From an optimization exercise on the open Yosys and OpenROAD flow, aimed at small area; shortcuts taken in it are not production practice. RTL that was checked went through simulation tests only; none was proved equivalent to the original. No functional check of the RTL was part of runs 1 to 3. Power is estimated from default activity; no workload was simulated.

==> flow/design.v <==
module pwm16 (
    input  wire        clk,
    input  wire        rst,
    input  wire        bus_we,
    input  wire        bus_re,
    input  wire [7:0]  bus_addr,
    input  wire [31:0] bus_wdata,
    output wire [31:0] bus_rdata,
    output wire [5:0]  pin_out,
    output wire [5:0]  pin_oe
);
    reg [15:0] cnt;           
    reg [1:0]  mode;
    reg        init_done;
    reg [3:0]  st;            
    reg        kw, kx, ks;    
    reg [15:0] code;
    reg [15:0] enc_hl;        
    reg        enc_on;
    reg        qres;
    reg [15:0] ocrp0, ocrp1;  
    reg [7:0]  ocrh0, ocrh1;  
    reg [7:0]  ocrl0, ocrl1;  
    reg [5:0]  dir, lvl, com;
    reg        saved;
    reg [17:0] rdata;
    assign bus_rdata = {14'd0, rdata};
    function lemaj16(input [15:0] nx, input [15:0] y);
        integer i;
        reg r;
        begin
            r = nx[0] | y[0];
            for (i = 1; i < 16; i = i + 1)
                r = (nx[i] & y[i]) | (nx[i] & r) | (y[i] & r);
            lemaj16 = r;
        end
    endfunction
    function lemaj8(input [7:0] nx, input [7:0] y);
        integer i;
        reg r;
        begin
            r = nx[0] | y[0];
            for (i = 1; i < 8; i = i + 1)
                r = (nx[i] & y[i]) | (nx[i] & r) | (y[i] & r);
            lemaj8 = r;
        end
    endfunction
    function [16:0] inc16(input [15:0] x, input ci);
        integer i;
        reg c;
        begin
            c = ci;
            for (i = 0; i < 16; i = i + 1) begin
                inc16[i] = x[i] ^ c;
                c = c & x[i];
            end
            inc16[16] = c;
        end
    endfunction
    function [7:0] dec8(input [7:0] x, input bi);
        integer i;
        reg b;
        begin
            b = bi;
            for (i = 0; i < 8; i = i + 1) begin
                dec8[i] = x[i] ^ b;
                b = b & ~x[i];
            end
        end
    endfunction
    wire busy    = |st;
    wire rev     = mode[0];               
    wire in_init = |mode & ~init_done;    
    wire init_run = in_init & (st == 4'd3 || st == 4'd4 || st == 4'd5 || st == 4'd8);
    wire halt    = in_init & (st == 4'd6 || st == 4'd7);
    wire clr     = in_init & (st == 4'd6);
    wire pri_cfg = init_done | (in_init & (st >= 4'd3));
    wire aux1_cfg = mode[1] & (init_done | (in_init & (st >= 4'd4)));
    wire aux2_cfg = mode[1] & (init_done | (in_init & (st >= 4'd5)));
    wire [3:0] op   = bus_wdata[31:28];
    wire z27_19 = ~|bus_wdata[27:19];
    wire z27_18 = z27_19 & ~bus_wdata[18];
    wire z17_16 = ~|bus_wdata[17:16];
    wire z15_0  = ~|bus_wdata[15:0];
    wire o_init = (op == 4'd1) & z27_18 & z15_0 & ~z17_16 & ~|mode;
    wire o_wr   = (op == 4'd2) & z27_18 & init_done & (bus_wdata[17] | mode[1]);
    wire o_enc  = (op == 4'd3) & z27_18 & z17_16;
    wire o_ish  = (op == 4'd4) & z27_19 & z15_0 & ~&bus_wdata[17:16];
    wire start  = bus_we & (bus_addr == 8'h00) & ~busy & (o_init | o_wr | o_enc | o_ish);
    wire ish_q  = (bus_wdata[17:16] == 2'd0) ^ (mode == 2'b11) ^ bus_wdata[18];
    wire c_lo_ff = &code[7:0];
    wire c_on    = c_lo_ff & (&code[15:8]);
    wire c_off   = ~|code;
    wire c_hz    = ~|code[15:8];
    wire v_h0    = c_hz & ~c_lo_ff & ~c_off;
    wire v_l0    = c_lo_ff & ~c_on;
    wire v_nrm   = ~c_on & ~c_off & ~v_h0 & ~v_l0;
    wire [7:0] h_m1 = dec8(code[15:8], ~c_lo_ff);
    wire [16:0] adj = inc16(code, 1'b1);
    wire wp = ~in_init & kw & kx;
    wire wa = ~in_init & kw & ~kx;
    wire s1 = (st == 4'd1), s2 = (st == 4'd2), s3 = (st == 4'd3), s4 = (st == 4'd4);
    wire s5 = (st == 4'd5), s6 = (st == 4'd6), s7 = (st == 4'd7), s8 = (st == 4'd8);
    wire s9 = (st == 4'd9), s10 = (st == 4'd10), s11 = (st == 4'd11);
    wire enc_step = ~in_init & ~kw & ~kx & s1;
    wire ish_step = ~in_init & ~kw & kx & s1;
    wire last = in_init ? s8 :
                ~kw     ? s1 :
                kx      ? (s3 | (s2 & (c_on | c_off))) :
                (c_on & s4) | (c_off & s9) | ((v_h0 | v_l0) & s11) | (v_nrm & s6);
    wire h_static = wa & (((c_on | c_off | v_h0) & s3) | (v_l0 & s5));
    wire l_static = wa & (((c_on | c_off) & s4) | (v_h0 & s6) | (v_l0 & s3));
    wire st_v     = c_on;
    wire l_setlvl = wa & ((c_off & s8) | ((v_h0 | v_l0) & s7));
    wire h_save   = wa & s4;
    wire h_rest   = wa & s8;
    wire h_com1   = wa & ((v_nrm & s3) | (v_l0 & s9));
    wire l_com1   = wa & ((v_nrm & s4) | (v_h0 & s10));
    wire h_ocr    = wa & ((v_nrm & s5) | (v_l0 & s11));
    wire l_ocr    = wa & ((v_nrm & s6) | (v_h0 & s11));
    wire h_dir    = wa & s1;
    wire l_dir    = wa & s2;
    wire p_dir    = wp & s1;
    wire p_static = wp & s2 & (c_on | c_off);
    wire p_com1   = wp & s2 & ~(c_on | c_off);
    wire p_ocr    = wp & s3;
    wire [5:0] hmask = rev ? {4'b0000, ks, ~ks} : {ks, ~ks, 4'b0000};
    wire [5:0] lmask = rev ? {ks, ~ks, 4'b0000} : {4'b0000, ks, ~ks};
    wire [5:0] pmask = {2'b00, ks, ~ks, 2'b00};
    wire [15:0] ncnt = ~cnt;
    wire cp0 = lemaj16(ncnt, ocrp0);
    wire cp1 = lemaj16(ncnt, ocrp1);
    wire ch0 = lemaj8(ncnt[15:8], ocrh0);
    wire ch1 = lemaj8(ncnt[15:8], ocrh1);
    wire cl0 = ~lemaj8(ncnt[7:0], ocrl0);
    wire cl1 = ~lemaj8(ncnt[7:0], ocrl1);
    wire [5:0] wave = {rev ? cl1 : ch1, rev ? cl0 : ch0, cp1, cp0,
                       rev ? ch1 : cl1, rev ? ch0 : cl0};
    wire [5:0] pout = dir & ((com & wave) | (~com & lvl));
    assign pin_out = pout;
    assign pin_oe  = dir;
    wire [7:0] a = bus_addr;
    wire a04 = a == 8'h04, a08 = a == 8'h08, a0c = a == 8'h0C, a10 = a == 8'h10;
    wire a20 = a == 8'h20, a24 = a == 8'h24, a28 = a == 8'h28, a2c = a == 8'h2C, a34 = a == 8'h34;
    wire a40 = a == 8'h40, a44 = a == 8'h44, a48 = a == 8'h48, a4c = a == 8'h4C, a50 = a == 8'h50;
    wire a60 = a == 8'h60, a64 = a == 8'h64, a68 = a == 8'h68, a6c = a == 8'h6C, a74 = a == 8'h74;
    wire a80 = a == 8'h80, a84 = a == 8'h84;
    wire post = init_done & mode[1];
    wire pre  = in_init & mode[1];
    wire [1:0] a1pre = {cnt[1] & cnt[0], cnt[1] & ~cnt[0]};
    wire       a2pre = cnt[1] & cnt[0];
    wire sel_h0 = rev ? a24 : a64;
    wire sel_h1 = rev ? a28 : a68;
    wire sel_l0 = rev ? a64 : a24;
    wire sel_l1 = rev ? a68 : a28;
    wire sel_clo = a4c | (post & (rev ? (a34 | a6c) : (a2c | a74)));
    wire sel_chi = post & (rev ? a2c : a6c);
    wire sel_a1 = pre & (rev ? a34 : a2c);
    wire sel_a2 = pre & (rev ? a6c : a74);
    wire enc_off = (enc_hl == 16'h0001);
    wire [17:0] rd =
        ({18{a04}} & {12'd0, (st == 4'd1 && !init_done) ? 2'b00 : mode, 2'b00, init_done, busy}) |
        ({18{a08}} & {enc_on, enc_off, enc_hl[15:1], enc_hl[0] & ~enc_off}) |
        ({18{a0c}} & {17'd0, qres}) |
        ({18{a10}} & {16'd0, halt, halt}) |
        ({18{a20}} & {6'd0, com[1], com[1] & ~rev, com[0], com[0] & ~rev, 2'b00,
                      aux1_cfg & rev, aux1_cfg & ~rev, 3'b000, aux1_cfg}) |
        ({18{a40}} & {6'd0, com[3], 1'b0, com[2], 1'b0, 3'b000, pri_cfg, 2'b00, pri_cfg, 1'b0}) |
        ({18{a60}} & {6'd0, com[5], com[5] & rev, com[4], com[4] & rev, 2'b00,
                      aux2_cfg & ~rev, aux2_cfg & rev, 3'b000, aux2_cfg}) |
        ({18{sel_h0}} & {10'd0, ocrh0}) |
        ({18{sel_h1}} & {10'd0, ocrh1}) |
        ({18{sel_l0}} & {10'd0, ocrl0}) |
        ({18{sel_l1}} & {10'd0, ocrl1}) |
        ({18{a44}} & {2'd0, ocrp0}) |
        ({18{a48}} & {2'd0, ocrp1}) |
        ({18{a4c}} & {2'd0, cnt[15:8], 8'd0}) |
        ({18{sel_clo}} & {10'd0, cnt[7:0]}) |
        ({18{sel_chi}} & {10'd0, cnt[15:8]}) |
        ({18{sel_a1}} & {16'd0, a1pre}) |
        ({18{sel_a2}} & {17'd0, a2pre}) |
        ({18{a50}} & {2'd0, {16{pri_cfg}}}) |
        ({18{a80}} & {4'd0, lvl, 2'b00, dir}) |
        ({18{a84}} & {4'd0, dir, 2'b00, pout});
    wire        nr     = ~rst;
    wire [15:0] code_z = code & {16{nr}};
    wire [7:0]  hm1_z  = h_m1 & {8{nr}};
    wire [16:0] run_c  = inc16(cnt, init_run | init_done);
    always @(posedge clk) begin
        cnt <= run_c[15:0] & {16{nr & ~clr}};
        if (rst | bus_re)
            rdata <= rd & {18{nr}};
        if (rst | enc_step) begin
            enc_hl <= adj[15:0] & {16{nr}};
            enc_on <= adj[16] & nr;
        end
        if (rst | (p_ocr & ~ks)) ocrp0 <= code_z;
        if (rst | (p_ocr &  ks)) ocrp1 <= code_z;
        if (rst | (h_ocr & ~ks)) ocrh0 <= hm1_z;
        if (rst | (h_ocr &  ks)) ocrh1 <= hm1_z;
        if (rst | (l_ocr & ~ks)) ocrl0 <= code_z[7:0];
        if (rst | (l_ocr &  ks)) ocrl1 <= code_z[7:0];
    end
    always @(posedge clk) begin
        if (!busy) begin
            code <= bus_wdata[15:0];
            kw   <= op == 4'd2;
            kx   <= (op == 4'd2) ? bus_wdata[17] : (op == 4'd4);
            ks   <= (op == 4'd4) ? ish_q : bus_wdata[16];
        end
        if (h_save)
            saved <= |(com & hmask);
    end
    always @(posedge clk) begin
        if (rst) begin
            mode <= 2'b00; init_done <= 1'b0; st <= 4'd0;
            qres <= 1'b0;
            dir <= 6'd0; lvl <= 6'd0; com <= 6'd0;
        end else begin
            if (start) begin
                st <= 4'd1;
                if (op == 4'd1)
                    mode <= bus_wdata[17:16];
            end else if (busy) begin
                if (last)
                    st <= 4'd0;
                else if (in_init & s2 & ~mode[1])
                    st <= 4'd5;
                else
                    st <= st + 4'd1;
            end
            if (in_init & s8)
                init_done <= 1'b1;
            if (ish_step)
                qres <= ks;
            dir <= dir | ({6{h_dir}} & hmask) | ({6{l_dir}} & lmask) | ({6{p_dir}} & pmask);
            lvl <= (lvl & ~({6{h_static}} & hmask) & ~({6{l_static | l_setlvl}} & lmask)
                        & ~({6{p_static}} & pmask))
                 | ({6{h_static & st_v}} & hmask)
                 | ({6{(l_static & st_v) | l_setlvl}} & lmask)
                 | ({6{p_static & st_v}} & pmask);
            com <= (com & ~({6{h_static | h_rest | h_com1}} & hmask) & ~({6{l_static | l_com1}} & lmask)
                        & ~({6{p_static | p_com1}} & pmask))
                 | ({6{(h_rest & saved) | h_com1}} & hmask)
                 | ({6{l_com1}} & lmask)
                 | ({6{p_com1}} & pmask);
        end
    end
endmodule
==> flow/run.sh <==
#!/bin/bash
# synth_recipe.tcl (not shown) runs the flow's synth.tcl, then flattens the netlist and writes it again
# the make line also repeats each setting of config.mk as NAME=value (left out here)
make -C /OpenROAD-flow-scripts/flow DESIGN_CONFIG=/design/flow/config.mk WORK_HOME=/design/flow/orfs CLKGATE_MAP_FILE= SYNTH_SCRIPT=/design/flow/synth_recipe.tcl finish
==> flow/config.mk <==
export PLATFORM = sky130hd
export DESIGN_NAME = pwm16
export DESIGN_NICKNAME = pwm16
export VERILOG_FILES = /design/flow/design.v
export SDC_FILE = /design/flow/constraint.sdc
export NUM_CORES = 4
export LEC_CHECK = 0
export CAP_MARGIN = 20
export CORE_MARGIN = 2
export CORE_UTILIZATION = 40
export CTS_BUF_LIST = sky130_fd_sc_hd__clkbuf_4 sky130_fd_sc_hd__clkbuf_8
export CTS_CLUSTER_SIZE = 30
export PLACE_DENSITY = 0.6
export SLEW_MARGIN = 20
==> flow/constraint.sdc <==
create_clock -name core_clock -period 12.0 [get_ports {clk}]
set_input_delay 2.4000 -clock core_clock [delete_from_list [all_inputs] [get_ports {clk}]]
set_output_delay 2.4000 -clock core_clock [all_outputs]
set_load 0.01 [all_outputs]
==> results.sh, run 1 <==
export IMPL_start_util_pct=40.95
export IMPL_drive_above_1_share_pct=7.056
export IMPL_place_gp_congestion=0.9549
export IMPL_route_detailed_drc=0
export IMPL_min_period_ps=5839
export IMPL_p_seq_share_pct=57.5
export IMPL_hpwl_mm=23.40
export IMPL_cts_tree="done"
export IMPL_grt_max_degree=80
export IMPL_core_area_sq_mm=0.02271
export IMPL_io_buffers=73
export IMPL_vias_per_cell=6.250
export IMPL_async_reset_ff_share_pct=0
export IMPL_synth_main_ff_cell="edfxtp_1"
export IMPL_postRouteAntennaNets=0
export IMPL_synth_area_sq_mm=0.009299
export IMPL_io_pins=88
export IMPL_htreeDepth=4
export IMPL_rsz0062_at_grt="false"
export IMPL_outcome="timing/DRC/antenna clean"
export IMPL_r2r_slack_ps=7490
export IMPL_placed_cells=1245
export IMPL_synthMuxAreaShare_pct=0.8073
export IMPL_cts_clk_slew_worst_paths_ps=90
export IMPL_synth_xor_area_share_pct=0.6593
export IMPL_synth_area_leaders="edfxtp_1 38%, dfxtp_1 9.0%, ha_1 5.7%, nor2_1 3.1%, nor2b_1 2.9%"
export IMPL_multi_input_area_sq_mm=0.004516
export IMPL_synth_seq_cells=161
export IMPL_clock_sinks=161
export IMPL_ff_latch_area_sq_mm=0.004414
export IMPL_dr_pass1_iters=6
export IMPL_critical_path_arrival_ps=3440
export IMPL_cts_buffers=17
export IMPL_syn_inst=915
export IMPL_yosys_warnings=1
export IMPL_clockBufferDepth=2
export IMPL_core_rowCount=55
export IMPL_yosys_top_cells_count="119 x edfxtp_1, 78 x nor2_1, 59 x nand2_1"
export IMPL_vdd_drop_max_mv=0.06251
export IMPL_finalSetupViolCount=0
export IMPL_relSlewSlack_pct=21.98
export IMPL_worst_setup_path_start_kind="flip-flop"
export IMPL_endpoint="pin_out[1]"
export IMPL_cts_root_buf="clkbuf_8"
export IMPL_p_comb_share_pct=13.4
export IMPL_critPathCaptureType="output pin"
export IMPL_synth_compound_area_share_pct=18.99
export IMPL_drv_slew=0
export IMPL_grt_first_pass_wirelength_mm=45.38
export IMPL_die_w_um=156.5
export IMPL_grt_remaining_overflow=0
export IMPL_avgSynthCellArea_sq_um=10.16
export IMPL_antenna_found_initial=1
export IMPL_hold_violations=0
export IMPL_max_freq_mhz=171.3
export IMPL_gr_usage_all_layers_pct=25.10
export IMPL_synth_simple_area_share_pct=19.95
export IMPL_synth_edff_count=119
export IMPL_reg2reg_to="cnt[15]"
export IMPL_switching_share_pct=30.56
export IMPL_hp_class="reg -> reg"
export IMPL_grt_pass1_vias=7392
export IMPL_wl_per_cell_um=23.73
export IMPL_drv_cap=0
export IMPL_die_h_um=156.5
export IMPL_rr_startpoint="st[0]"
export IMPL_powerDensity_mw_per_mm2=123.0
export IMPL_finalCritPeriodShare_pct=48.66
export IMPL_crit_type="reg -> out"
export IMPL_synth_most_common_cell="edfxtp_1"
export IMPL_crit_required_ps=9600
export IMPL_n_antenna_cell=0
export IMPL_internal_power_w=0.0009078
export IMPL_synthAdderAreaFrac_pct=7.414
export IMPL_fillers=2100
export IMPL_post_cts_buffers=0
export IMPL_seq_area_frac_synth_pct=47.47
export IMPL_ys_types=83
export IMPL_hold_buffers=0
export IMPL_area_growth_pct=14.28
export IMPL_fin_worst_skew_ps=22.39
export IMPL_critPathMaxFanout=10
export IMPL_synth_top_family_by_area="simple AND/OR/NAND/NOR gates"
export IMPL_dieArea_sq_mm=0.02448
export IMPL_p_sw_w=0.0003995
export IMPL_total_power_w=0.001307
export IMPL_worstSetupStartpoint="cnt[0]"
export IMPL_synth_top_area_share_pct=38.43
export IMPL_fin_setup_tns_ps=0
export IMPL_wirelength_mm=30.31
export IMPL_netlist_top_cell_by_area="edfxtp_1"
export IMPL_p_leak_nw=3.749
export IMPL_worst_slack_ps=6161
export IMPL_pre_cts_ws_ps=6576
export IMPL_stdcell_count=1277
export IMPL_clock_latency_ps=480
export IMPL_power_frac_clock_pct=29.1
export IMPL_worst_pin_slew_ps=1161
export IMPL_cts_resized=0
export IMPL_final_core_util_pct=46.79
export IMPL_vias=7981
export IMPL_fin_nets=1065
export IMPL_reg2regPathDepth=21
export IMPL_drt_iter0_markers=1056
## worst min path at each step
stage          startpoint  endpoint  slack (ps)  cells after the start
6_report             qres      qres         520                      2
5_1_grt            lvl[0]    lvl[0]         540                      2
4_1_cts              qres      qres         520                      2
3_5_place_dp         qres      qres         500                      2
3_3_place_gp         qres      qres         480                      2
2_1_floorplan      lvl[1]    lvl[1]         440                      2
## cell usage in the layout (no fill, tap or decap), types with 27 or more instances in the layout
cell / Yosys / layout
edfxtp_1: 119 / 119
dfxtp_1: 42 / 42
clkdlybuf4s50_1: 0 / 72
a21oi_1: 33 / 33
inv_1: 46 / 46
a221oi_1: 27 / 27
nand2_1: 59 / 59
nor2b_1: 43 / 43
ha_1: 42 / 42
nor2_1: 78 / 78
## flip-flops by register name (all words and copies together) (netlist names)
register / count
rdata: 18
cnt: 16
code: 16
enc_hl: 16
ocrp0: 16
ocrp1: 16
ocrh0: 8
ocrh1: 8
ocrl0: 8
ocrl1: 8
com: 6
dir: 6
lvl: 6
st: 4
mode: 2
enc_on: 1
init_done: 1
ks: 1
kw: 1
kx: 1
qres: 1
saved: 1
## logic make-up (layout without fill, tap and decap cells)
group                      after synthesis  after routing
and+or+nand+nor                        342            342
AOI/OAI and AO/OA                      242            242
DFF                                    161            161
buffers and inverters                   98            162
adders and majority gates               58             58
xor gates and xnor gates                 7              7
muxes                                    6              6
other                                    1             14
## critical path, stage by stage, from the launching register on
cell             delay (ps)
dfxtp_1                 530
nor3b_2                 220
o41ai_1                 100
maj3_2                  320
maj3_2                  310
maj3_2                  300
o21a_1                  230
o21ai_1                 240
o21a_1                  180
clkdlybuf4s50_1         550
## metrics by stage
| step | hold WS, ps | instance area, sq um |
|---|---|---|
| 3_3_place_gp | 478.5 | 10260 |
| 5_1_grt | 541.3 | 10630 |
| 4_1_cts | 518.2 | 10630 |
| 2_1_floorplan | 440.8 | 9348 |
| 6_report | 516.2 | 10630 |
| 3_5_place_dp | 501.3 | 10270 |
## power by group through the flow
| stage | sequential [W] | combinational, W | clock [W] |
|---|---|---|---|
| global placement | 0.000762 | 0.000170 | 0 |
| global route | 0.000756 | 0.000196 | 0.000408 |
| CTS | 0.000748 | 0.000174 | 0.000385 |
| detailed placement | 0.000761 | 0.000173 | 0 |
| finish | 0.000752 | 0.000175 | 0.000380 |
| floorplan | 0.000717 | 0.000111 | 0 |
## cell type report
class                           count  share of cell area [%]
Clock buffer                       19                   2.343
Clock inverter                     13                   1.036
Inverter                           46                   1.625
Multi-Input combinational cell    669                   42.49
Sequential cell                   161                   41.54
Tap cell                          285                   3.356
Timing Repair Buffer               84                   7.606
## metal layers
metal | GRT usage [%] | part of all wire, %
met4 | 10.66 | 3.9
met1 | 35.05 | 42
met5 | 0 | 0.040
met2 | 37.55 | 43
met3 | 5.566 | 11
==> run 2, diff against run 1 <==
--- a/flow/config.mk
+++ b/flow/config.mk
@@ -6,4 +6,5 @@
 export NUM_CORES = 4
 export LEC_CHECK = 0
+export ABC_AREA = 1
 export CAP_MARGIN = 20
 export CORE_MARGIN = 2
==> results.sh, run 2 <==
export IMPL_outcome="timing/DRC/antenna clean"
export IMPL_min_period_ps=5494
export IMPL_critPathMaxFanout=8
export IMPL_ys_types=65
export IMPL_synth_most_common_cell="nand2_1"
export IMPL_synth_main_ff_cell="edfxtp_1"
export IMPL_power_frac_clock_pct=34.3
export IMPL_crit_type="reg -> out"
export IMPL_p_leak_nw=4.705
export IMPL_io_buffers=73
export IMPL_dr_pass1_iters=6
export IMPL_cp_top_family="compound AO/OA/AOI/OAI gates"
export IMPL_top_register="rdata"
export IMPL_hpwl_mm=27.10
export IMPL_powerDensity_mw_per_mm2=119.3
export IMPL_worst_pin_slew_ps=1023
export IMPL_syn_inst=1192
export IMPL_route_detailed_drc=0
export IMPL_stdcell_count=1600
export IMPL_start_util_pct=40.90
export IMPL_grt_first_pass_wirelength_mm=50.80
export IMPL_multi_input_area_sq_mm=0.004223
export IMPL_rr_startpoint="st[0]"
export IMPL_hold_depth=2
export IMPL_seq_area_frac_synth_pct=45.71
export IMPL_grt_remaining_overflow=0
export IMPL_grt_pass1_vias=8252
export IMPL_synth_area_leaders="edfxtp_1 37%, nand2_1 8.8%, dfxtp_1 8.7%, inv_1 7.7%, nor2_1 5.7%"
export IMPL_ff_latch_area_sq_mm=0.004414
export IMPL_worst_setup_path_start_kind="flip-flop"
export IMPL_core_rowCount=56
export IMPL_relSlewSlack_pct=31.70
export IMPL_hp_class="reg -> reg"
export IMPL_pre_cts_ws_ps=6740
export IMPL_placed_cells=1568
export IMPL_reg2reg_to="cnt[15]"
export IMPL_wl_per_cell_um=21.14
export IMPL_fin_nets=1354
export IMPL_cts_tree="done"
export IMPL_dieArea_sq_mm=0.02540
export IMPL_grt_max_degree=72
export IMPL_cts_root_buf="clkbuf_8"
export IMPL_synth_edff_count=119
export IMPL_largest_reg_flops=18
export IMPL_die_h_um=159.4
export IMPL_avgSynthCellArea_sq_um=8.102
export IMPL_clockBufferDepth=2
export IMPL_place_gp_congestion=0.9856
export IMPL_crit_required_ps=9600
export IMPL_cts_resized=0
export IMPL_clock_latency_ps=490
export IMPL_p_seq_share_pct=52.9
export IMPL_core_area_sq_mm=0.02361
export IMPL_p_sw_w=0.0004189
export IMPL_fin_worst_skew_ps=20.18
export IMPL_r2r_slack_ps=7450
export IMPL_worstSetupStartpoint="cnt[9]"
export IMPL_drive_above_1_share_pct=7.963
export IMPL_clock_sinks=161
export IMPL_finalSetupViolCount=0
export IMPL_post_cts_buffers=0
export IMPL_antenna_found_initial=0
export IMPL_cts_buffers=17
export IMPL_fin_setup_tns_ps=0
export IMPL_drt_iter0_markers=857
export IMPL_p_comb_share_pct=12.8
export IMPL_vdd_drop_max_mv=0.07931
export IMPL_yosys_warnings=1
export IMPL_cts_clk_slew_worst_paths_ps=120
export IMPL_wirelength_mm=33.83
export IMPL_synth_seq_cells=161
export IMPL_critPathCaptureType="output pin"
export IMPL_whs_endpoint="lvl[2]"
export IMPL_htreeDepth=4
export IMPL_die_w_um=159.4
export IMPL_gr_usage_all_layers_pct=26.82
export IMPL_netlist_top_cell_by_area="edfxtp_1"
export IMPL_crit_chain="inv_1 -> o22ai_1 -> inv_1 -> o21bai_1 -> a31oi_1 -> o21bai_1 -> o21ai_0 -> nand2_1 -> nand3_1 -> and2_1 -> clkdlybuf4s50_1"
export IMPL_drv_slew=0
export IMPL_layout_commonest_cell="nand2_1"
export IMPL_postRouteAntennaNets=0
export IMPL_vias_per_cell=5.410
export IMPL_worst_path_largest_cell_delay_ps=510
export IMPL_area_growth_pct=15.34
export IMPL_drv_cap=0
export IMPL_yosys_top_cells_count="226 x nand2_1, 199 x inv_1, 146 x nor2_1"
export IMPL_rsz0062_at_grt="false"
export IMPL_switching_share_pct=31.52
export IMPL_hold_buffers=0
export IMPL_hold_violations=0
export IMPL_async_reset_ff_share_pct=0
export IMPL_critical_path_arrival_ps=3090
export IMPL_synth_area_sq_mm=0.009658
export IMPL_finalCritPeriodShare_pct=45.78
export IMPL_worst_slack_ps=6506
export IMPL_mostFrequentLayoutCells="226 x nand2_1, 199 x inv_1, 146 x nor2_1"
export IMPL_fillers=2377
export IMPL_synth_top_area_share_pct=37.00
export IMPL_hold_start="lvl[2]"
export IMPL_crit_path_top_delay_cell="dfxtp_1"
export IMPL_reg2regPathDepth=23
export IMPL_max_freq_mhz=182.0
export IMPL_io_pins=88
export IMPL_vias=8656
export IMPL_n_antenna_cell=0
export IMPL_crit_buf_inv=3
export IMPL_internal_power_w=0.0009101
[run 2: changes by cell type after synthesis, moves of 16 or more]
cell,delta
inv_1,+153
nor2b_1,-43
nand3_1,+33
o22ai_1,+31
o21ai_0,+16
nand2_1,+167
inv_2,+26
a21oi_1,+18
and2_1,-20
nor2_1,+68
nand2b_1,-21
a22oi_1,-21
[run 2: stage by stage]
stage | power [W] | instance area, sq um | util (%) | hold slack (ps)
floorplan | 0.0007984 | 9707 | - | 439.2
finish | 0.001329 | 11140 | 47.18 | 488.6
CTS | 0.001330 | 11140 | 47.18 | 488.9
global route | 0.001378 | 11140 | 47.18 | 517.4
global placement | 0.0008800 | 10690 | 45.27 | 451.9
detailed placement | 0.0008822 | 10690 | 45.27 | 472.9
[run 2: worst max path at each step]
stage                     slack, ps         end  cells after the start
after floorplan                8060     cnt[15]                     23
after global placement         6750    rdata[1]                     10
final                          6510  pin_out[5]                     11
after CTS                      6640  pin_out[5]                     11
after detailed placement       6740    rdata[1]                     10
after global routing           6450  pin_out[5]                     11
[run 2: layout make-up]
type                       instances  area share, %
clock buffer                      17          2.100
clock inverter                    15          1.943
inverter                         231          7.919
multi-input combinational        778          37.91
sequential                       161          39.63
tap                              319          3.583
timing repair buffer              79          6.919
[run 2: worst reg2reg max path, delay by kind of cell (launching register included)]
kind | cells | cell delay (ps)
adder cells (fa/ha/maj) | 16 | 3110
flip-flops | 1 | 400
AND/OR/NAND/NOR | 3 | 370
buffers and inverters | 2 | 270
XOR/XNOR | 1 | 150
AO/OA/AOI/OAI | 1 | 140
[run 2: layer usage]
layer  GRT usage (%)  wire length [um]
met3           4.845              2511
met5               0                 0
met1           37.80             15550
met4           10.62              1145
met2           40.87             14620
[run 2: power by group through the flow]
stage	sequential (W)	combinational [W]	clock, W
final	0.000704	0.000170	0.000456
after global routing	0.000707	0.000189	0.000482
after CTS	0.000702	0.000168	0.000460
after detailed placement	0.000715	0.000168	0
after global placement	0.000715	0.000165	0
after floorplan	0.000691	0.000107	0
[run 2: kinds of logic (layout without fill, tap and decap cells)]
kind of cell,count (synthesis),in the layout,synth area share (%)
AOI/OAI and AO/OA,221,221,14.57
adders and majority gates,42,42,5.441
xor gates and xnor gates,3,3,0.2721
buffers and inverters,266,342,11.13
muxes,1,1,0.1166
DFF,161,161,45.71
other,1,14,0.03883
and+or+nand+nor,497,497,22.72
==> run 3, diff against run 2 <==
==> flow/flow/run.sh (new file) <==
#!/bin/bash
# Own layout flow: the standard ORFS flow (standard.sh) with two changes:
#  - synthesis is the standard flow's own script, except that ABC maps the logic with the
#    area-oriented script flow/abc_area.script (registers are mapped before ABC
#    and are the same as in the standard synthesis);
#  - every input and output port is buffered with sky130_fd_sc_hd__buf_1;
#  - clock tree synthesis takes its arguments from flow/cts_args (no dummy loads).
# Each tool's output stays in orfs/logs/...; make's own output is in flow_make.log.
set -euo pipefail
W=$(pwd)
# ORFS synth.tcl with ABC's script replaced
awk -v scr="$W/flow/abc_area.script" '
  { print }
  /source \$::env\(SCRIPTS_DIR\)\/synth_preamble.tcl/ {
    print "set abc_args [list -script " scr " {*}$lib_args {*}$lib_dont_use_args -constr $::env(OBJECTS_DIR)/abc.constr]"
  }' "$FLOW_HOME/scripts/synth.tcl" > "$W/own_synth_body.tcl"
grep -q "abc_area.script" "$W/own_synth_body.tcl"
# The standard flow's synthesis script, sourcing the copy above
sed "s#\$::env(SCRIPTS_DIR)/synth.tcl#$W/own_synth_body.tcl#" synth_recipe.tcl > "$W/own_synth.tcl"
grep -q "own_synth_body.tcl" "$W/own_synth.tcl"
CTS_ARGS=$(tr '\n' ' ' < "$W/flow/cts_args")
bash standard.sh SYNTH_SCRIPT="$W/own_synth.tcl" \
  "BUFFER_PORTS_ARGS=-buffer_cell sky130_fd_sc_hd__buf_1" "CTS_ARGS=$CTS_ARGS" finish > "$W/flow_make.log" 2>&1
test -s out/final.def
==> flow/flow/abc_area.script (new file) <==
strash
&get -n
&st
&dch -f
&nf -a
&put
topo
dnsize -c
==> flow/flow/cts_args (new file) <==
-sink_clustering_enable -repair_clock_nets -dont_use_dummy_load -sink_clustering_size 30 -buf_list sky130_fd_sc_hd__clkbuf_8
==> flow/standard.sh (new file) <==
#!/bin/bash
# synth_recipe.tcl (not shown) runs the flow's synth.tcl, then flattens the netlist and writes it again
# the make line also repeats each setting of config.mk as NAME=value (left out here)
make -C /OpenROAD-flow-scripts/flow DESIGN_CONFIG=/design/flow/config.mk WORK_HOME=/design/flow/orfs CLKGATE_MAP_FILE= SYNTH_SCRIPT=/design/flow/synth_recipe.tcl "${@:-finish}"
==> flow/config.mk (replaced) <==
export PLATFORM = sky130hd
export DESIGN_NAME = pwm16
export DESIGN_NICKNAME = pwm16
export VERILOG_FILES = /design/flow/design.v
export SDC_FILE = /design/flow/constraint.sdc
export NUM_CORES = 4
export LEC_CHECK = 0
export CAP_MARGIN = 20
export CORE_MARGIN = 2
export CORE_UTILIZATION = 40
export PLACE_DENSITY = 0.6
export SLEW_MARGIN = 20
removed: flow/run.sh
==> results.sh, run 3 <==
export IMPL_outcome="timing/DRC/antenna clean"
export IMPL_cts_tree="done"
export IMPL_avgSynthCellArea_sq_um=10.33
export IMPL_synth_area_leaders="edfxtp_1 42%, dfxtp_1 9.8%, ha_1 6.1%, nor2_1 4.0%, nand2_1 3.8%"
export IMPL_crit_path_top_delay_cell="dfxtp_1"
export IMPL_postRouteAntennaNets=0
export IMPL_n_antenna_cell=0
export IMPL_total_power_w=0.001144
export IMPL_hold_violations=0
export IMPL_reg2regPathDepth=22
export IMPL_synth_main_ff_cell="edfxtp_1"
export IMPL_whs_endpoint="qres"
export IMPL_seq_area_frac_synth_pct=51.34
export IMPL_relSlewSlack_pct=21.28
export IMPL_drive_above_1_share_pct=3.859
export IMPL_cts_buffers=17
export IMPL_htreeDepth=4
export IMPL_max_freq_mhz=171.4
export IMPL_dr_pass1_iters=10
export IMPL_layout_commonest_cell="edfxtp_1"
export IMPL_die_h_um=150.6
export IMPL_io_buffers=73
export IMPL_cts_resized=0
export IMPL_vias=7679
export IMPL_syn_inst=832
export IMPL_worst_setup_path_start_kind="flip-flop"
export IMPL_synth_edff_count=119
export IMPL_dieArea_sq_mm=0.02268
export IMPL_place_gp_congestion=1.079
export IMPL_grt_first_pass_wirelength_mm=42.66
export IMPL_power_frac_clock_pct=26.6
export IMPL_fin_worst_skew_ps=17.75
export IMPL_switching_share_pct=28.09
export IMPL_synth_area_sq_mm=0.008598
export IMPL_vias_per_cell=6.357
export IMPL_wirelength_mm=28.67
export IMPL_finalCritPeriodShare_pct=48.63
export IMPL_die_w_um=150.6
export IMPL_worst_pin_slew_ps=1168
export IMPL_netlist_top_cell_by_area="edfxtp_1"
export IMPL_drv_slew=0
export IMPL_synth_top_area_share_pct=41.56
export IMPL_cp_top_family="compound AO/OA/AOI/OAI gates"
export IMPL_start_util_pct=40.77
export IMPL_crit_chain="clkinv_1 -> a221oi_1 -> o221ai_1 -> a222oi_1 -> o221ai_1 -> a222oi_1 -> o221ai_1 -> a222oi_1 -> o21ai_0 -> o211a_1 -> buf_1"
export IMPL_hold_buffers=0
export IMPL_crit_required_ps=9600
export IMPL_largest_reg_flops=18
export IMPL_critPathMaxFanout=6
export IMPL_crit_buf_inv=2
export IMPL_cts_clk_slew_worst_paths_ps=80
export IMPL_hold_start="qres"
export IMPL_top_register="rdata"
export IMPL_yosys_warnings=1
export IMPL_rsz0062_at_grt="false"
export IMPL_grt_pass1_vias=6939
export IMPL_hold_depth=2
export IMPL_clock_latency_ps=460
export IMPL_mostFrequentLayoutCells="119 x edfxtp_1, 92 x nor2_1, 86 x nand2_1"
export IMPL_core_area_sq_mm=0.02109
export IMPL_synth_most_common_cell="edfxtp_1"
export IMPL_worst_path_stages=11
export IMPL_post_cts_buffers=0
export IMPL_synth_seq_cells=161
export IMPL_synthAdderAreaFrac_pct=6.112
export IMPL_synthMuxAreaShare_pct=0.2328
export IMPL_min_period_ps=5835
export IMPL_io_pins=88
export IMPL_fillers=2066
export IMPL_async_reset_ff_share_pct=0
export IMPL_drv_cap=0
export IMPL_rr_startpoint="st[0]"
export IMPL_synth_simple_area_share_pct=17.94
export IMPL_powerDensity_mw_per_mm2=120.2
export IMPL_internal_power_w=0.0008225
export IMPL_gr_usage_all_layers_pct=25.69
export IMPL_p_sw_w=0.0003213
export IMPL_r2r_slack_ps=7440
export IMPL_fin_setup_tns_ps=0
export IMPL_drt_iter0_markers=1197
export IMPL_grt_max_degree=63
export IMPL_fin_nets=1021
export IMPL_vdd_drop_max_mv=0.06434
export IMPL_finalSetupViolCount=0
export IMPL_p_leak_nw=3.316
export IMPL_p_seq_share_pct=62.6
export IMPL_wl_per_cell_um=23.73
export IMPL_clockBufferDepth=2
export IMPL_p_comb_share_pct=10.8
export IMPL_worst_path_largest_cell_delay_ps=400
export IMPL_ys_types=56
export IMPL_clock_sinks=161
export IMPL_core_rowCount=53
export IMPL_antenna_found_initial=0
export IMPL_hpwl_mm=22.05
export IMPL_crit_type="reg -> out"
export IMPL_critical_path_arrival_ps=3440
export IMPL_grt_remaining_overflow=0
export IMPL_synth_compound_area_share_pct=20.72
export IMPL_synth_top_family_by_area="compound AO/OA/AOI/OAI gates"
export IMPL_route_detailed_drc=0
export IMPL_critPathCaptureType="output pin"
export IMPL_cts_root_buf="clkbuf_8"
export IMPL_synth_xor_area_share_pct=0.5093
export IMPL_hp_class="reg -> reg"
export IMPL_yosys_top_cells_count="119 x edfxtp_1, 92 x nor2_1, 86 x nand2_1"
export IMPL_reg2reg_to="cnt[15]"
export IMPL_area_growth_pct=10.71
==> run 3: cell types whose count changed after synthesis, moves of 28 or more <==
cell      previous run  this run
nand3_1             58        25
a22oi_1              0        28
clkinv_1             3        43
nand2_1            226        86
nor2b_1              0        32
inv_1              199         0
nor2_1             146        92
==> run 3: metal layers <==
metal	vias up	global-route usage [%]	routed length [um]
met3	59	5.091	3051
li1	3450	-	-
met1	3642	36.38	12090
met5	-	0	0
met2	528	40.07	12790
met4	0	7.336	740
==> run 3: cell families (layout without fill, tap and decap cells) <==
group	count (synthesis)	in the layout
multiplexers	2	2
other	1	14
AO/OA/AOI/OAI	243	243
AND/OR/NAND/NOR	321	321
flip-flops	161	161
adder cells (fa/ha/maj)	42	42
buffers and inverters	57	145
XOR/XNOR	5	5
==> run 3: worst max-delay path by stage <==
| stage | to | slack (ps) | startpoint |
|---|---|---|---|
| final | pin_out[3] | 6160 | cnt[2] |
| after global routing | pin_out[3] | 5840 | cnt[2] |
| after CTS | pin_out[3] | 6160 | cnt[2] |
| after detailed placement | pin_out[3] | 6690 | cnt[2] |
| after global placement | pin_out[3] | 6690 | cnt[2] |
| after floorplan | pin_out[3] | 7230 | cnt[2] |
==> run 3: per-stage QoR <==
stage | area [sq um] | cells | hold WS [ps] | worst slack, ps | util [%]
after detailed placement | 9285 | 1191 | 489.6 | 6685 | 44.03
after global placement | 9285 | 1191 | 497.4 | 6692 | 44.03
final | 9519 | 1208 | 505.5 | 6165 | 45.14
after CTS | 9519 | 1208 | 507.3 | 6157 | 45.14
after floorplan | 8647 | 845 | 448.0 | 7226 | -
after global routing | 9519 | 1208 | 547.4 | 5840 | 45.14
==> run 3: layout make-up <==
type	count	area (sq um)	area share [%]
Clock buffer	17	234.0	2.458
Sequential cell	161	4414	46.37
Timing Repair Buffer	85	365.4	3.838
Multi-Input combinational cell	627	4000	42.02
Inverter	43	161.4	1.696
Tap cell	275	344.1	3.615
==> run 3: power groups by stage <==
stage	clock network (W)	logic, W	registers, W
global route	0.000327	0.000139	0.000720
detailed placement	0	0.000123	0.000725
global placement	0	0.000121	0.000724
floorplan	0	0.0000768	0.000700
finish	0.000305	0.000123	0.000716
CTS	0.000310	0.000124	0.000712
==> run 3: worst min-delay path, cell delays in order (launching register included) <==
cell     delay [ps]
dfxtp_1         330
mux2i_1          70
nor2_1           70
==> run 4, diff against run 3 <==
--- a/flow/design.v
+++ b/flow/design.v
@@ -16,6 +16,6 @@
     reg        kw, kx, ks;    
     reg [15:0] code;
-    reg [15:0] enc_hl;        
-    reg        enc_on;
+    reg [15:0] enc_c;         
+    reg        enc_v;         
     reg        qres;
     reg [15:0] ocrp0, ocrp1;  
@@ -96,6 +96,4 @@
     wire v_l0    = c_lo_ff & ~c_on;
     wire v_nrm   = ~c_on & ~c_off & ~v_h0 & ~v_l0;
-    wire [7:0] h_m1 = dec8(code[15:8], ~c_lo_ff);
-    wire [16:0] adj = inc16(code, 1'b1);
     wire wp = ~in_init & kw & kx;
     wire wa = ~in_init & kw & ~kx;
@@ -140,10 +138,10 @@
     assign pin_out = pout;
     assign pin_oe  = dir;
-    wire [7:0] a = bus_addr;
-    wire a04 = a == 8'h04, a08 = a == 8'h08, a0c = a == 8'h0C, a10 = a == 8'h10;
-    wire a20 = a == 8'h20, a24 = a == 8'h24, a28 = a == 8'h28, a2c = a == 8'h2C, a34 = a == 8'h34;
-    wire a40 = a == 8'h40, a44 = a == 8'h44, a48 = a == 8'h48, a4c = a == 8'h4C, a50 = a == 8'h50;
-    wire a60 = a == 8'h60, a64 = a == 8'h64, a68 = a == 8'h68, a6c = a == 8'h6C, a74 = a == 8'h74;
-    wire a80 = a == 8'h80, a84 = a == 8'h84;
+    wire [8:0] a = {~rst, bus_addr};    
+    wire a04 = a == 9'h104, a08 = a == 9'h108, a0c = a == 9'h10C, a10 = a == 9'h110;
+    wire a20 = a == 9'h120, a24 = a == 9'h124, a28 = a == 9'h128, a2c = a == 9'h12C, a34 = a == 9'h134;
+    wire a40 = a == 9'h140, a44 = a == 9'h144, a48 = a == 9'h148, a4c = a == 9'h14C, a50 = a == 9'h150;
+    wire a60 = a == 9'h160, a64 = a == 9'h164, a68 = a == 9'h168, a6c = a == 9'h16C, a74 = a == 9'h174;
+    wire a80 = a == 9'h180, a84 = a == 9'h184;
     wire post = init_done & mode[1];
     wire pre  = in_init & mode[1];
@@ -158,8 +156,9 @@
     wire sel_a1 = pre & (rev ? a34 : a2c);
     wire sel_a2 = pre & (rev ? a6c : a74);
-    wire enc_off = (enc_hl == 16'h0001);
+    wire        enc_zero = ~|enc_c;
+    wire [16:0] enc_inc  = inc16(enc_c, 1'b1);
     wire [17:0] rd =
         ({18{a04}} & {12'd0, (st == 4'd1 && !init_done) ? 2'b00 : mode, 2'b00, init_done, busy}) |
-        ({18{a08}} & {enc_on, enc_off, enc_hl[15:1], enc_hl[0] & ~enc_off}) |
+        ({18{a08}} & {enc_inc[16], enc_v & enc_zero, enc_inc[15:1], enc_inc[0] & ~enc_zero}) |
         ({18{a0c}} & {17'd0, qres}) |
         ({18{a10}} & {16'd0, halt, halt}) |
@@ -185,13 +184,13 @@
     wire        nr     = ~rst;
     wire [15:0] code_z = code & {16{nr}};
-    wire [7:0]  hm1_z  = h_m1 & {8{nr}};
+    wire [7:0]  hm1_z  = dec8(code_z[15:8], nr & ~c_lo_ff);
     wire [16:0] run_c  = inc16(cnt, init_run | init_done);
     always @(posedge clk) begin
         cnt <= run_c[15:0] & {16{nr & ~clr}};
         if (rst | bus_re)
-            rdata <= rd & {18{nr}};
+            rdata <= rd;
         if (rst | enc_step) begin
-            enc_hl <= adj[15:0] & {16{nr}};
-            enc_on <= adj[16] & nr;
+            enc_c <= code_z;
+            enc_v <= nr;
         end
         if (rst | (p_ocr & ~ks)) ocrp0 <= code_z;
--- a/flow/flow/run.sh
+++ b/flow/flow/run.sh
@@ -1,9 +1,10 @@
 #!/bin/bash
-# Own layout flow: the standard ORFS flow (standard.sh) with two changes:
+# Own layout flow: the standard ORFS flow (standard.sh) with these changes:
 #  - synthesis is the standard flow's own script, except that ABC maps the logic with the
 #    area-oriented script flow/abc_area.script (registers are mapped before ABC
 #    and are the same as in the standard synthesis);
 #  - every input and output port is buffered with sky130_fd_sc_hd__buf_1;
-#  - clock tree synthesis takes its arguments from flow/cts_args (no dummy loads).
+#  - clock tree synthesis takes its arguments from flow/cts_args (no dummy loads);
+#  - no buffers are inserted for outputs driven by a constant (SYNTH_INSBUF=0).
 # Each tool's output stays in orfs/logs/...; make's own output is in flow_make.log.
 set -euo pipefail
@@ -21,4 +22,4 @@
 CTS_ARGS=$(tr '\n' ' ' < "$W/flow/cts_args")
 bash standard.sh SYNTH_SCRIPT="$W/own_synth.tcl" \
-  "BUFFER_PORTS_ARGS=-buffer_cell sky130_fd_sc_hd__buf_1" "CTS_ARGS=$CTS_ARGS" finish > "$W/flow_make.log" 2>&1
+  "BUFFER_PORTS_ARGS=-buffer_cell sky130_fd_sc_hd__buf_1" "CTS_ARGS=$CTS_ARGS" SYNTH_INSBUF=0 finish > "$W/flow_make.log" 2>&1
 test -s out/final.def
==> results.sh, run 4 <==
export IMPL_grt_first_pass_wirelength_mm=41.15
export IMPL_critPathCaptureType="output pin"
export IMPL_synth_seq_cells=161
export IMPL_worst_path_largest_cell_delay_ps=510
export IMPL_reg2reg_to="cnt[15]"
export IMPL_syn_inst=795
export IMPL_postPlaceCellArea_sq_mm=0.009181
export IMPL_max_freq_mhz=150.1
export IMPL_finalSetupViolCount=0
export IMPL_min_period_ps=6663
export IMPL_hold_depth=2
export IMPL_dieArea_sq_mm=0.02223
export IMPL_io_buffers=73
export IMPL_grt_remaining_overflow=0
export IMPL_wirelength_mm=27.44
export IMPL_fin_setup_tns_ps=0
export IMPL_wl_per_cell_um=23.20
export IMPL_reg2regPathDepth=21
export IMPL_route_detailed_drc=0
export IMPL_hpwl_mm=21.12
export IMPL_p_leak_nw=3.303
export IMPL_drive_above_1_share_pct=3.414
export IMPL_total_power_w=0.001143
export IMPL_start_util_pct=40.45
export IMPL_postRouteAntennaNets=0
export IMPL_synth_edff_count=119
export IMPL_async_reset_ff_share_pct=0
export IMPL_yosys_top_cells_count="119 x edfxtp_1, 88 x nand2_1, 72 x nor2_1"
export IMPL_finish_instance_area_sq_mm=0.009415
export IMPL_cp_top_family="adder cells"
export IMPL_ys_types=55
export IMPL_worst_setup_path_start_kind="flip-flop"
export IMPL_clockBufferDepth=2
export IMPL_area_growth_pct=11.80
export IMPL_seq_area_frac_synth_pct=52.41
export IMPL_crit_type="reg -> out"
export IMPL_vdd_drop_max_mv=0.06712
export IMPL_drv_cap=0
export IMPL_crit_buf_inv=2
export IMPL_hold_buffers=0
export IMPL_rsz0062_at_grt="false"
export IMPL_htreeDepth=4
export IMPL_synth_area_sq_mm=0.008422
export IMPL_core_area_sq_mm=0.02082
export IMPL_placed_cells=1166
export IMPL_layout_commonest_cell="edfxtp_1"
export IMPL_r2r_slack_ps=7410
export IMPL_whs_endpoint="qres"
export IMPL_crit_path_top_delay_cell="dfxtp_1"
export IMPL_vias=7316
export IMPL_cts_root_buf="clkbuf_8"
export IMPL_n_antenna_cell=0
export IMPL_die_w_um=149.1
export IMPL_clock_sinks=161
export IMPL_hold_start="qres"
export IMPL_top_register="rdata"
export IMPL_netlist_top_cell_by_area="edfxtp_1"
export IMPL_grt_max_degree=46
export IMPL_fin_worst_skew_ps=32.06
export IMPL_critical_path_arrival_ps=4260
export IMPL_cts_resized=0
export IMPL_timing_hold_ws_ps=498.3
export IMPL_worst_pin_slew_ps=1065
export IMPL_avgSynthCellArea_sq_um=10.59
export IMPL_rr_startpoint="mode[1]"
export IMPL_outcome="timing/DRC/antenna clean"
export IMPL_largest_reg_flops=18
export IMPL_synth_most_common_cell="edfxtp_1"
export IMPL_gr_usage_all_layers_pct=25.30
export IMPL_cts_clk_slew_worst_paths_ps=90
export IMPL_crit_required_ps=9600
export IMPL_powerDensity_mw_per_mm2=121.4
export IMPL_hp_class="reg -> reg"
export IMPL_crit_top_cell="maj3_1"
export IMPL_antenna_found_initial=0
export IMPL_cts_buffers=17
export IMPL_cts_tree="done"
export IMPL_grt_pass1_vias=6849
export IMPL_drv_slew=0
export IMPL_place_gp_congestion=0.9686
export IMPL_clock_latency_ps=470
export IMPL_drt_iter0_markers=959
export IMPL_finalCritPeriodShare_pct=55.53
export IMPL_synth_area_leaders="edfxtp_1 42%, dfxtp_1 10%, ha_1 6.4%, nand2_1 3.9%, nor2_1 3.2%"
export IMPL_dr_pass1_iters=7
export IMPL_stdcell_count=1183
export IMPL_vias_per_cell=6.184
export IMPL_critPathMaxFanout=9
export IMPL_die_h_um=149.1
export IMPL_synth_top_area_share_pct=42.43
export IMPL_relSlewSlack_pct=28.91
export IMPL_hold_violations=0
export IMPL_synth_main_ff_cell="edfxtp_1"
export IMPL_mostFrequentLayoutCells="119 x edfxtp_1, 88 x nand2_1, 72 x buf_1"
export IMPL_io_pins=88
export IMPL_yosys_warnings=1
export IMPL_crit_chain="clkinv_1 -> maj3_1 -> maj3_1 -> maj3_1 -> maj3_1 -> maj3_1 -> maj3_1 -> maj3_1 -> a21oi_1 -> nor2b_1 -> nor2_1 -> buf_1"
export IMPL_post_cts_buffers=0
export IMPL_core_rowCount=53
export IMPL_fin_nets=997
-- run 4: kinds of logic (layout without fill, tap and decap cells) --
group                    after synthesis  count (layout)  synth area share, %
AND/OR/NAND/NOR                      311             311                17.92
buffers and inverters                 47             147                2.095
flip-flops                           161             161                52.41
multiplexers                           6               6               0.7428
other                                  1              14              0.04453
AO/OA/AOI/OAI                        205             205                17.98
XOR/XNOR                               5               5               0.5201
adder cells (fa/ha/maj)               59              59                8.290
-- run 4: area by class of cell --
| cell class | instances | area, sq um |
|---|---|---|
| clock buffers | 17 | 234.0 |
| fillers | 2033 | 11410 |
| inverters | 47 | 176.4 |
| multi-input cells | 600 | 3896 |
| flip-flops and latches | 161 | 4414 |
| well taps | 275 | 344.1 |
| repair buffers | 83 | 350.3 |
-- run 4: worst min-delay path, cell delays in order, from the launching register on --
cell and delay [ps]:
dfxtp_1 330, mux2i_1 60, nor2_1 70
-- run 4: metrics by stage --
stage          worst slack (ps)  util, %
6_report                   5337    45.22
3_5_place_dp               5834    44.09
3_3_place_gp               5849    44.09
4_1_cts                    5320    45.22
5_1_grt                    5150    45.22
2_1_floorplan              6184        -
-- run 4: power by group --
part / leakage (nW) / internal (W) / switching, W
clock network: 0.122 / 0.000125 / 0.000177
registers: 1.55 / 0.000668 / 0.0000456
logic: 1.63 / 0.0000346 / 0.0000933
total: 3.30 / 0.000827 / 0.000316
-- run 4: per-layer routing --
metal,routed length (um),global-route usage (%)
met1,11610,34.53
met4,1079,10.43
met2,12410,39.61
met5,0,0
met3,2350,4.893
-- run 4: how the worst max path moves through the flow --
stage	startpoint	endpoint	slack (ps)	cells past startpoint
2_1_floorplan	cnt[1]	pin_out[5]	6180	11
3_3_place_gp	cnt[1]	pin_out[5]	5850	12
3_5_place_dp	cnt[1]	pin_out[5]	5830	12
4_1_cts	cnt[1]	pin_out[5]	5320	12
5_1_grt	cnt[1]	pin_out[1]	5150	12
6_report	cnt[1]	pin_out[5]	5340	12
==> run 5, diff against run 4 <==
--- a/flow/flow/run.sh
+++ b/flow/flow/run.sh
@@ -6,5 +6,6 @@
 #  - every input and output port is buffered with sky130_fd_sc_hd__buf_1;
 #  - clock tree synthesis takes its arguments from flow/cts_args (no dummy loads);
-#  - no buffers are inserted for outputs driven by a constant (SYNTH_INSBUF=0).
+#  - no buffers are inserted for outputs driven by a constant (SYNTH_INSBUF=0);
+#  - adders are left to ABC (ADDER_MAP_FILE empty) instead of half-adder cells.
 # Each tool's output stays in orfs/logs/...; make's own output is in flow_make.log.
 set -euo pipefail
@@ -22,4 +23,4 @@
 CTS_ARGS=$(tr '\n' ' ' < "$W/flow/cts_args")
 bash standard.sh SYNTH_SCRIPT="$W/own_synth.tcl" \
-  "BUFFER_PORTS_ARGS=-buffer_cell sky130_fd_sc_hd__buf_1" "CTS_ARGS=$CTS_ARGS" SYNTH_INSBUF=0 finish > "$W/flow_make.log" 2>&1
+  "BUFFER_PORTS_ARGS=-buffer_cell sky130_fd_sc_hd__buf_1" "CTS_ARGS=$CTS_ARGS" SYNTH_INSBUF=0 ADDER_MAP_FILE= finish > "$W/flow_make.log" 2>&1
 test -s out/final.def
==> flow/flow/abc_area.script (replaced) <==
strash
&get -n
&st
&deepsyn -T 60
&st
&dch -f
&nf -a
&st
&dch -f
&nf -a
&put
topo
dnsize -c
==> results.sh, run 5 <==
export IMPL_core_area_sq_mm=0.01959
export IMPL_grt_remaining_overflow=0
export IMPL_rsz0062_at_grt="false"
export IMPL_relSlewSlack_pct=28.20
export IMPL_yosys_warnings=1
export IMPL_cts_clk_slew_worst_paths_ps=90
export IMPL_place_gp_congestion=1.018
export IMPL_cts_resized=0
export IMPL_hpwl_mm=22.80
export IMPL_use_met3_pct=6.897
export IMPL_grt_max_degree=36
export IMPL_drv_slew=0
export IMPL_seq_area_frac_synth_pct=55.08
export IMPL_clock_latency_ps=470
export IMPL_syn_inst=775
export IMPL_mostFrequentLayoutCells="119 x edfxtp_1, 82 x nor2_1, 78 x nand2_1"
export IMPL_area_growth_pct=12.29
export IMPL_drv_cap=0
export IMPL_hold_violations=0
export IMPL_dr_pass1_iters=7
export IMPL_synth_area_sq_mm=0.008014
export IMPL_synth_top_area_share_pct=44.59
export IMPL_antenna_found_initial=0
export IMPL_finalCritPeriodShare_pct=50.01
export IMPL_worst_pin_slew_ps=1073
export IMPL_top_register="rdata"
export IMPL_power_frac_clock_pct=29.5
export IMPL_vdd_drop_max_mv=0.06094
export IMPL_reg2reg_to="cnt[15]"
export IMPL_crit_type="reg -> out"
export IMPL_dieArea_sq_mm=0.02118
export IMPL_critPathCaptureType="output pin"
export IMPL_synth_edff_count=119
export IMPL_worst_setup_path_start_kind="flip-flop"
export IMPL_largest_reg_flops=18
export IMPL_layout_commonest_cell="edfxtp_1"
export IMPL_p_leak_nw=3.014
export IMPL_vias=7332
export IMPL_internal_power_w=0.0007698
export IMPL_cts_root_buf="clkbuf_8"
export IMPL_wirelength_mm=29.08
export IMPL_met2_usage_pct=40.62
export IMPL_die_w_um=145.5
export IMPL_worstSetupStartpoint="cnt[9]"
export IMPL_grt_first_pass_wirelength_mm=42.58
export IMPL_avgSynthCellArea_sq_um=10.34
export IMPL_io_pins=88
export IMPL_grt_pass1_vias=6572
export IMPL_vias_per_cell=6.354
export IMPL_die_h_um=145.5
export IMPL_async_reset_ff_share_pct=0
export IMPL_grt_busiest_layer="met2"
export IMPL_wl_per_cell_um=25.20
export IMPL_clockBufferDepth=2
export IMPL_hp_class="reg -> reg"
export IMPL_route_detailed_drc=0
export IMPL_finalSetupViolCount=0
export IMPL_min_period_ps=6001
export IMPL_placed_cells=1137
export IMPL_synth_most_common_cell="edfxtp_1"
export IMPL_switching_share_pct=24.13
export IMPL_ys_types=56
export IMPL_outcome="timing/DRC/antenna clean"
export IMPL_fillers=1913
export IMPL_max_freq_mhz=166.6
export IMPL_rr_startpoint="mode[1]"
export IMPL_core_rowCount=51
export IMPL_n_antenna_cell=0
export IMPL_cts_buffers=17
export IMPL_drt_iter0_markers=1283
export IMPL_endpoint="pin_out[0]"
export IMPL_globalRouteMet1Util_pct=37.65
export IMPL_synth_area_leaders="edfxtp_1 45%, dfxtp_1 10%, nor2_1 3.8%, nand2_1 3.7%, a222oi_1 2.7%"
export IMPL_hold_buffers=0
export IMPL_io_buffers=73
export IMPL_clock_sinks=161
export IMPL_synth_main_ff_cell="edfxtp_1"
export IMPL_yosys_top_cells_count="119 x edfxtp_1, 82 x nor2_1, 78 x nand2_1"
export IMPL_drive_above_1_share_pct=3.487
export IMPL_crit_required_ps=9600
export IMPL_fin_nets=935
export IMPL_htreeDepth=4
export IMPL_p_sw_w=0.0002449
export IMPL_r2r_slack_ps=7840
export IMPL_p_seq_share_pct=64.6
export IMPL_start_util_pct=40.91
export IMPL_total_power_w=0.001015
export IMPL_post_cts_buffers=0
export IMPL_netlist_top_cell_by_area="edfxtp_1"
export IMPL_stdcell_count=1154
export IMPL_gr_usage_all_layers_pct=27.17
export IMPL_critical_path_arrival_ps=3600
export IMPL_fin_setup_tns_ps=0
export IMPL_powerDensity_mw_per_mm2=112.8
export IMPL_p_comb_share_pct=5.9
export IMPL_synth_seq_cells=161
export IMPL_critPathMaxFanout=7
export IMPL_postRouteAntennaNets=0
export IMPL_reg2regPathDepth=12
export IMPL_fin_worst_skew_ps=40.51
export IMPL_cts_tree="done"
[run 5: cell count changes in the layout (fill, tap and decap cells not counted), sizes merged, moves of 10 or more]
| cell | change |
|---|---|
| and2 | -10 |
| a221oi | -13 |
| nand2 | -10 |
| nor2 | +10 |
| maj3 | -13 |
| nand3 | -11 |
| o22ai | +17 |
| o21ai | +16 |
| and3 | +14 |
| ha | -43 |
| clkinv | -21 |
[run 5: worst min-delay path by stage]
stage,end,slack [ps],startpoint,cells after the start
floorplan,qres,440,qres,1
global placement,qres,490,qres,1
detailed placement,qres,500,qres,1
CTS,cnt[7],510,cnt[7],2
global route,qres,540,qres,1
finish,cnt[7],510,cnt[7],2
[run 5: routing by layer]
metal | vias to the layer above | share of wire (%)
met1 | 3505 | 42
li1 | 3296 | -
met5 | - | 0
met2 | 460 | 43
met3 | 71 | 11
met4 | 0 | 4.1
[run 5: cell type report]
cell class / count / area [sq um] / share of cell area, %
inverters: 26 / 97.59 / 1.085
clock buffers: 17 / 234.0 / 2.600
flip-flops and latches: 161 / 4414 / 49.05
well taps: 265 / 331.6 / 3.685
repair buffers: 84 / 356.6 / 3.963
multi-input cells: 601 / 3565 / 39.61
[run 5: worst max-delay path, stage by stage, from the launching register on]
cell,delay [ps]
dfxtp_1,420
clkinv_1,220
maj3_1,400
a21oi_1,120
o2bb2ai_1,80
maj3_1,370
maj3_1,350
a21oi_1,130
a2bb2oi_1,370
o22ai_1,150
a31oi_1,310
nor2b_1,80
buf_1,130
[run 5: per-stage QoR]
step / hold slack (ps) / worst slack, ps / cell area, sq um / utilization, %
4_1_cts: 514.7 / 6016 / 8999 / 45.93
3_3_place_gp: 487.3 / 6574 / 8765 / 44.74
6_report: 512.5 / 5999 / 8999 / 45.93
3_5_place_dp: 495.5 / 6524 / 8765 / 44.74
2_1_floorplan: 440.9 / 7177 / 8063 / -
5_1_grt: 535.5 / 5835 / 8999 / 45.93
[run 5: cells by family after synthesis]
kind of cell / after synthesis / share of synthesized area [%]
adders and majority gates: 3 / 0.3747
and+or+nand+nor: 321 / 19.97
AOI/OAI and AO/OA: 248 / 21.45
DFF: 161 / 55.08
buffers and inverters: 26 / 1.218
muxes: 3 / 0.5464
other: 1 / 0.04679
xor gates and xnor gates: 12 / 1.311
[run 5: power by group through the flow]
| stage | clock network, W | logic [W] | registers, W |
|---|---|---|---|
| 3_3_place_gp | 0 | 0.0000592 | 0.000667 |
| 2_1_floorplan | 0 | 0.0000311 | 0.000653 |
| 4_1_cts | 0.000307 | 0.0000595 | 0.000654 |
| 5_1_grt | 0.000331 | 0.0000653 | 0.000657 |
| 6_report | 0.000299 | 0.0000599 | 0.000656 |
| 3_5_place_dp | 0 | 0.0000594 | 0.000666 |
==> run 6, diff against run 5 <==
==> flow/flow/cts_args (replaced) <==
-sink_clustering_enable -repair_clock_nets -dont_use_dummy_load -sink_clustering_size 40 -sink_clustering_max_diameter 200 -buf_list sky130_fd_sc_hd__clkbuf_16
==> results.sh, run 6 <==
export IMPL_core_area_sq_mm=0.01959
export IMPL_largest_reg_flops=18
export IMPL_multi_input_area_sq_mm=0.003565
export IMPL_crit_type="reg -> out"
export IMPL_grt_pass1_vias=6552
export IMPL_fin_nets=935
export IMPL_cts_tree="done"
export IMPL_critPathMaxFanout=7
export IMPL_wirelength_mm=29.09
export IMPL_finalCritPeriodShare_pct=49.58
export IMPL_avgSynthCellArea_sq_um=10.34
export IMPL_grt_remaining_overflow=0
export IMPL_outcome="timing/DRC/antenna clean"
export IMPL_rr_startpoint="mode[1]"
export IMPL_start_util_pct=40.91
export IMPL_async_reset_ff_share_pct=0
export IMPL_gr_usage_all_layers_pct=27.31
export IMPL_worst_pin_slew_ps=1050
export IMPL_ff_latch_area_sq_mm=0.004414
export IMPL_powerDensity_mw_per_mm2=125.7
export IMPL_synth_xor_area_share_pct=1.311
export IMPL_layout_commonest_cell="edfxtp_1"
export IMPL_synth_main_ff_cell="edfxtp_1"
export IMPL_drv_slew=0
export IMPL_seq_area_frac_synth_pct=55.08
export IMPL_clock_latency_ps=440
export IMPL_synth_simple_area_share_pct=19.97
export IMPL_n_antenna_cell=0
export IMPL_fin_worst_skew_ps=30.22
export IMPL_synth_area_leaders="edfxtp_1 45%, dfxtp_1 10%, nor2_1 3.8%, nand2_1 3.7%, a222oi_1 2.7%"
export IMPL_drv_cap=0
export IMPL_synthMuxAreaShare_pct=0.5464
export IMPL_antenna_found_initial=0
export IMPL_max_freq_mhz=168.1
export IMPL_core_rowCount=51
export IMPL_fillers=1894
export IMPL_synth_seq_cells=161
export IMPL_vias=7336
export IMPL_area_growth_pct=14.68
export IMPL_crit_required_ps=9600
export IMPL_relSlewSlack_pct=29.73
export IMPL_drt_iter0_markers=1199
export IMPL_synth_area_sq_mm=0.008014
export IMPL_cts_buffers=17
export IMPL_mostFrequentLayoutCells="119 x edfxtp_1, 82 x nor2_1, 78 x nand2_1"
export IMPL_synth_compound_area_share_pct=21.45
export IMPL_synth_top_area_share_pct=44.59
export IMPL_place_gp_congestion=1.018
export IMPL_hold_start="cnt[7]"
export IMPL_route_detailed_drc=0
export IMPL_top_register="rdata"
export IMPL_htreeDepth=4
export IMPL_finalSetupViolCount=0
export IMPL_rsz0062_at_grt="false"
export IMPL_io_pins=88
export IMPL_io_buffers=73
export IMPL_grt_first_pass_wirelength_mm=42.75
export IMPL_p_leak_nw=3.101
export IMPL_hp_class="reg -> reg"
export IMPL_drive_above_1_share_pct=3.487
export IMPL_clock_sinks=161
export IMPL_yosys_top_cells_count="119 x edfxtp_1, 82 x nor2_1, 78 x nand2_1"
export IMPL_worstSetupStartpoint="cnt[9]"
export IMPL_cts_root_buf="clkbuf_16"
export IMPL_hpwl_mm=22.80
export IMPL_critical_path_arrival_ps=3550
export IMPL_cts_clk_slew_worst_paths_ps=60
export IMPL_worst_setup_path_start_kind="flip-flop"
export IMPL_syn_inst=775
export IMPL_netlist_top_cell_by_area="edfxtp_1"
export IMPL_cts_resized=0
export IMPL_hold_violations=0
export IMPL_synth_top_family_by_area="compound AO/OA/AOI/OAI gates"
export IMPL_dr_pass1_iters=8
export IMPL_fin_setup_tns_ps=0
export IMPL_synth_edff_count=119
export IMPL_synth_most_common_cell="edfxtp_1"
export IMPL_synthAdderAreaFrac_pct=0.3747
export IMPL_vdd_drop_max_mv=0.09453
export IMPL_die_h_um=145.5
export IMPL_post_cts_buffers=0
export IMPL_dieArea_sq_mm=0.02118
export IMPL_die_w_um=145.5
export IMPL_vias_per_cell=6.357
export IMPL_min_period_ps=5950
export IMPL_hold_buffers=0
export IMPL_wl_per_cell_um=25.21
export IMPL_critPathCaptureType="output pin"
export IMPL_final_core_util_pct=46.91
export IMPL_postRouteAntennaNets=0
export IMPL_clockBufferDepth=2
export IMPL_yosys_warnings=1
export IMPL_grt_max_degree=36
export IMPL_ys_types=56
[run 6: cell counts after synthesis]
Identical to the previous run, type by type.
[run 6: metrics by stage]
stage	instance area [sq um]	hold WS [ps]	power (W)	setup slack (ps)	std cells
after CTS	9190	510.4	0.001160	6062	1154
after floorplan	8063	440.9	0.0006842	7177	788
after detailed placement	8765	495.5	0.0007257	6524	1137
final	9190	509.5	0.001155	6050	1154
after global routing	9190	529.1	0.001191	5890	1154
after global placement	8765	487.3	0.0007259	6574	1137
[run 6: final timing paths]
check	slack (ps)	end	depth (start not counted)
setup reg to reg	7830	cnt[15]	10
setup / recovery	6050	pin_out[0]	12
hold / removal	510	cnt[7]	2
hold reg to reg	510	cnt[7]	2
[run 6: critical path, cell delays in order (launching register included)]
cell,delay [ps]
dfxtp_1,420
clkinv_1,220
maj3_1,400
a21oi_1,120
o2bb2ai_1,80
maj3_1,360
maj3_1,350
a21oi_1,120
a2bb2oi_1,360
o22ai_1,150
a31oi_1,310
nor2b_1,80
buf_1,130
[run 6: routing by layer]
metal  vias to the layer above  part of all wire, %  global-route usage [%]
met5                         -                    0                       0
li1                       3298                    -                       -
met4                         0                  3.9                   11.76
met1                      3481                   42                   37.89
met3                        67                   11                   6.301
met2                       490                   43                   41.18
[run 6: final cells by class]
cell class	count	area share, %
flip-flops and latches	161	48.03
multi-input cells	601	38.79
clock buffers	17	4.629
repair buffers	84	3.880
well taps	265	3.608
inverters	26	1.062
[run 6: logic make-up after synthesis]
| group | after synthesis |
|---|---|
| xor+xnor | 12 |
| other cells | 1 |
| flops | 161 |
| simple gates | 321 |
| mux | 3 |
| buf+inv | 26 |
| fa+ha+maj | 3 |
| compound gates | 248 |
[run 6: report_power, final]
group          leakage, nW  internal, W  switching, W  total (W)
Clock                0.209     0.000245      0.000193   0.000439
Sequential            1.55     0.000628     0.0000289   0.000656
Combinational         1.34    0.0000182     0.0000416  0.0000599
Total                 3.10     0.000891      0.000264    0.00115

==> static timing again, ports no longer ideal <==
Ports are ideal in the flow. The routed layouts listed here were re-timed in OpenROAD. Step 1 assumes that a clkbuf_16 drives the clock port and a buf_2 every other input. Step 2 adds t to the input delays and takes it off the output delays; t is the mean of the earliest and latest rising clock arrival at the registers after step 1. Input paths then give back, and output paths get back, about the clock's delay inside the block. a / b / c = no drivers / after step 1 / after step 2; a / b = the first two.
run | t (ns) | setup WS [ns] | worst data-port slew with drivers (ns)
run 1 | 0.511 | 6.161 / 6.115 / 6.435 | 0.04
run 2 | 0.526 | 6.506 / 6.464 / 6.613 | 0.04
run 3 | 0.497 | 6.165 / 6.120 / 6.618 | 0.04
run 4 | 0.497 | 5.337 / 5.293 / 5.790 | 0.04
run 5 | 0.491 | 5.999 / 5.960 / 6.438 | 0.03
run 6 | 0.469 | 6.050 / 6.007 / 6.381 | 0.03
After both steps setup and hold are still met in every run listed.
